This is an optimization exercise on Yosys and OpenROAD, whose aim is small area and a short achievable clock period, not a production implementation. Function was checked by simulation only, so behaviour that the tests miss may differ from the original. Power figures rest on the tool's default switching activity, not on a simulated workload.

==> ember: inputs <==
Design srve_fc420, start of the top module:
module srve_fc420 (
    input  wire       clk,
    input  wire       rst,
    input  wire [6:0] cfg_w,
    input  wire       in_valid,
    input  wire [7:0] in_r,
    input  wire [7:0] in_g,
    input  wire [7:0] in_b,
    output reg        y_valid,
    output reg  [7:0] y_data,
    output reg        c_valid,
    output reg  [7:0] u_data,
    output reg  [7:0] v_data
);
    wire ya_s1;
    wire ya_c2;
    wire ya_s3;
    wire ya_c4;
    wire ya_s5;
    wire ya_c6;
    wire ya_s7;
    wire ya_c8;
    wire ya_s9;
    wire ya_c10;
    wire ya_s11;
    wire ya_c12;
    wire ya_s13;
    wire ya_c14;
    wire ya_s15;
    wire ya_c16;
    wire ya_s17;
    wire ya_c18;
    wire ya_s19;
    wire ya_c20;
    wire ya_s21;
    wire ya_c22;
    wire ya_s23;
    wire ya_c24;
    wire ya_s25;
    wire ya_c26;
    wire ya_s27;
    wire ya_c28;
    wire ya_s29;
    wire ya_c30;
    wire ya_s31;
    wire ya_c32;
    wire ya_s33;
    wire ya_c34;
    wire ya_s35;
    wire ya_c36;
    wire ya_s37;
    wire ya_c38;
    wire ya_s39;
    wire ya_c40;
    wire ya_s41;
    wire ya_c42;
    wire ya_s43;
    wire ya_c44;
    wire ya_s45;
    wire ya_c46;
    wire ya_s47;
    wire ya_c48;
    wire ya_s49;
    wire ya_c50;
    wire ya_s51;
    wire ya_c52;
    wire ya_s53;
    wire ya_c54;
    wire ya_s55;
    wire ya_c56;
    wire ya_s57;
    wire ya_c58;
    wire ya_s59;
    wire ya_c60;
    wire ya_s61;
    wire ya_c62;
    wire ya_s63;
    wire ya_c64;
    wire ya_s65;
    wire ya_c66;
    wire ya_s67;
    wire ya_c68;
    wire ya_s69;
    wire ya_c70;
    wire ya_s71;
    wire ya_c72;
    wire ya_s73;
    wire ya_c74;
    wire ya_s75;
    wire ya_c76;
    wire ya_s77;
    wire ya_c78;
    wire ya_s79;
    wire ya_c80;
    wire ya_s81;
    wire ya_c82;
    wire ya_s83;
    wire ya_c84;
    wire ya_s85;
    wire ya_c86;
    wire ya_s87;
    wire ya_c88;
    wire ya_s89;
    wire ya_c90;
    wire ya_s91;
    wire ya_c92;
    wire ya_s93;
    wire ya_c94;
    wire ya_s95;
    wire ya_c96;
    wire ya_s97;
    wire ya_c98;
    wire ya_s99;
    wire ya_c100;
    wire ya_s101;
    wire ya_c102;
    wire ya_s103;
    wire ya_c104;
    wire ya_s105;
    wire ya_c106;
    wire ya_s107;
    wire ya_c108;
    wire ya_s109;
    wire ya_c110;
    wire ya_s111;
    wire ya_c112;
    wire ya_s113;
    wire ya_c114;
    wire ya_s115;
  ...
==> flow/config.mk <==
export PLATFORM = sky130hd
export DESIGN_NAME = srve_fc420
export DESIGN_NICKNAME = srve_fc420
export VERILOG_FILES = /design/flow/design.v
export SDC_FILE = /design/flow/constraint.sdc
export NUM_CORES = 4
export LEC_CHECK = 0
export CAP_MARGIN = 20
export CORE_MARGIN = 2
export CORE_UTILIZATION = 65
export CTS_CLUSTER_DIAMETER = 60
export CTS_CLUSTER_SIZE = 20
export SLEW_MARGIN = 20
==> flow/constraint.sdc <==
create_clock -name core_clock -period 10.0 [get_ports {clk}]
set_input_delay 2.0000 -clock core_clock [delete_from_list [all_inputs] [get_ports {clk}]]
set_output_delay 2.0000 -clock core_clock [all_outputs]
set_load 0.01 [all_outputs]
standard.sh (not shown) runs the stock make flow with config.mk's settings and CLKGATE_MAP_FILE= SYNTH_SCRIPT=/design/flow/synth_recipe.tcl, a recipe that flattens the netlist after the stock synthesis.
==> flow/flow/run.sh <==
#!/bin/bash
set -euo pipefail
bash standard.sh synth > synth.log 2>&1
bash standard.sh SETUP_SLACK_MARGIN=6.8 'BUFFER_PORTS_ARGS=-buffer_cell sky130_fd_sc_hd__buf_4' finish > layout.log 2>&1
==> raven (differences from ember) <==
Settings changed: CORE_UTILIZATION 65 to 55, CTS_CLUSTER_DIAMETER 60 to 80, CTS_CLUSTER_SIZE 20 to 24.
==> flow_results.org <==
** Floorplan
- The die covers between 0.08 and 0.09 mm2.

** Cells and area
- Number of inserted filler cells in the final layout :: roughly 4800
- Antenna cells :: 3
- Multi-input logic portion of the cell area :: 27.6%

** Global route
- Antenna violations before repair :: 8

** Power and ir drop
- Combinational logic burns between 40 and 50% of the power.
- In this run the power spent charging and discharging nets is 6540 uW.

** Status
- Run status :: complete, no violations

** Routing
- Total routed wire length on the met1 layer :: approximately 41 mm
the above is filed under ember

==> flow_results.org <==
** Cells and area
- Multi-input logic gates represent a cell area share of 27.6%.
- 2 antenna diodes ended up in the layout.

** Power and ir drop
- Combinational share of power :: a little under half
- Sw power :: roughly 6300 uW

** Global route
- Antenna violations before repair :: 5

** Floorplan
- The floorplan step defined a die boundary enclosing about 0.096 mm2.

** Status
- The flow ran to the end and the layout has no timing, DRC or antenna violations.

** Routing
- For this block, wires on met1 add up to between 40 and 50 mm.
the above is filed under raven

==> static timing again, ports no longer ideal <==
Ports are ideal in the flow. The routed layouts listed here were re-timed in OpenROAD. Step 1 assumes that a clkbuf_16 drives the clock port and a buf_2 every other input. Step 2 adds t to the input delays and takes it off the output delays; t is the mean of the earliest and latest rising clock arrival at the registers after step 1. Input paths then give back, and output paths get back, about the clock's delay inside the block. a / b / c = ideal ports / drivers / drivers and shift; a / b = the first two.
run | t, ns | setup WS [ns] | hold WS [ns]
ember | 0.711 | 6.727 / 6.727 / 6.485 | 0.392 / 0.392 / 0.392
raven | 0.766 | 6.741 / 6.741 / 6.466 | 0.399 / 0.399 / 0.399
After both steps every run listed still meets setup and hold. For raven, which loses most, drivers alone change the setup slack by 0.000 ns; drivers and shift together by -0.275 ns.
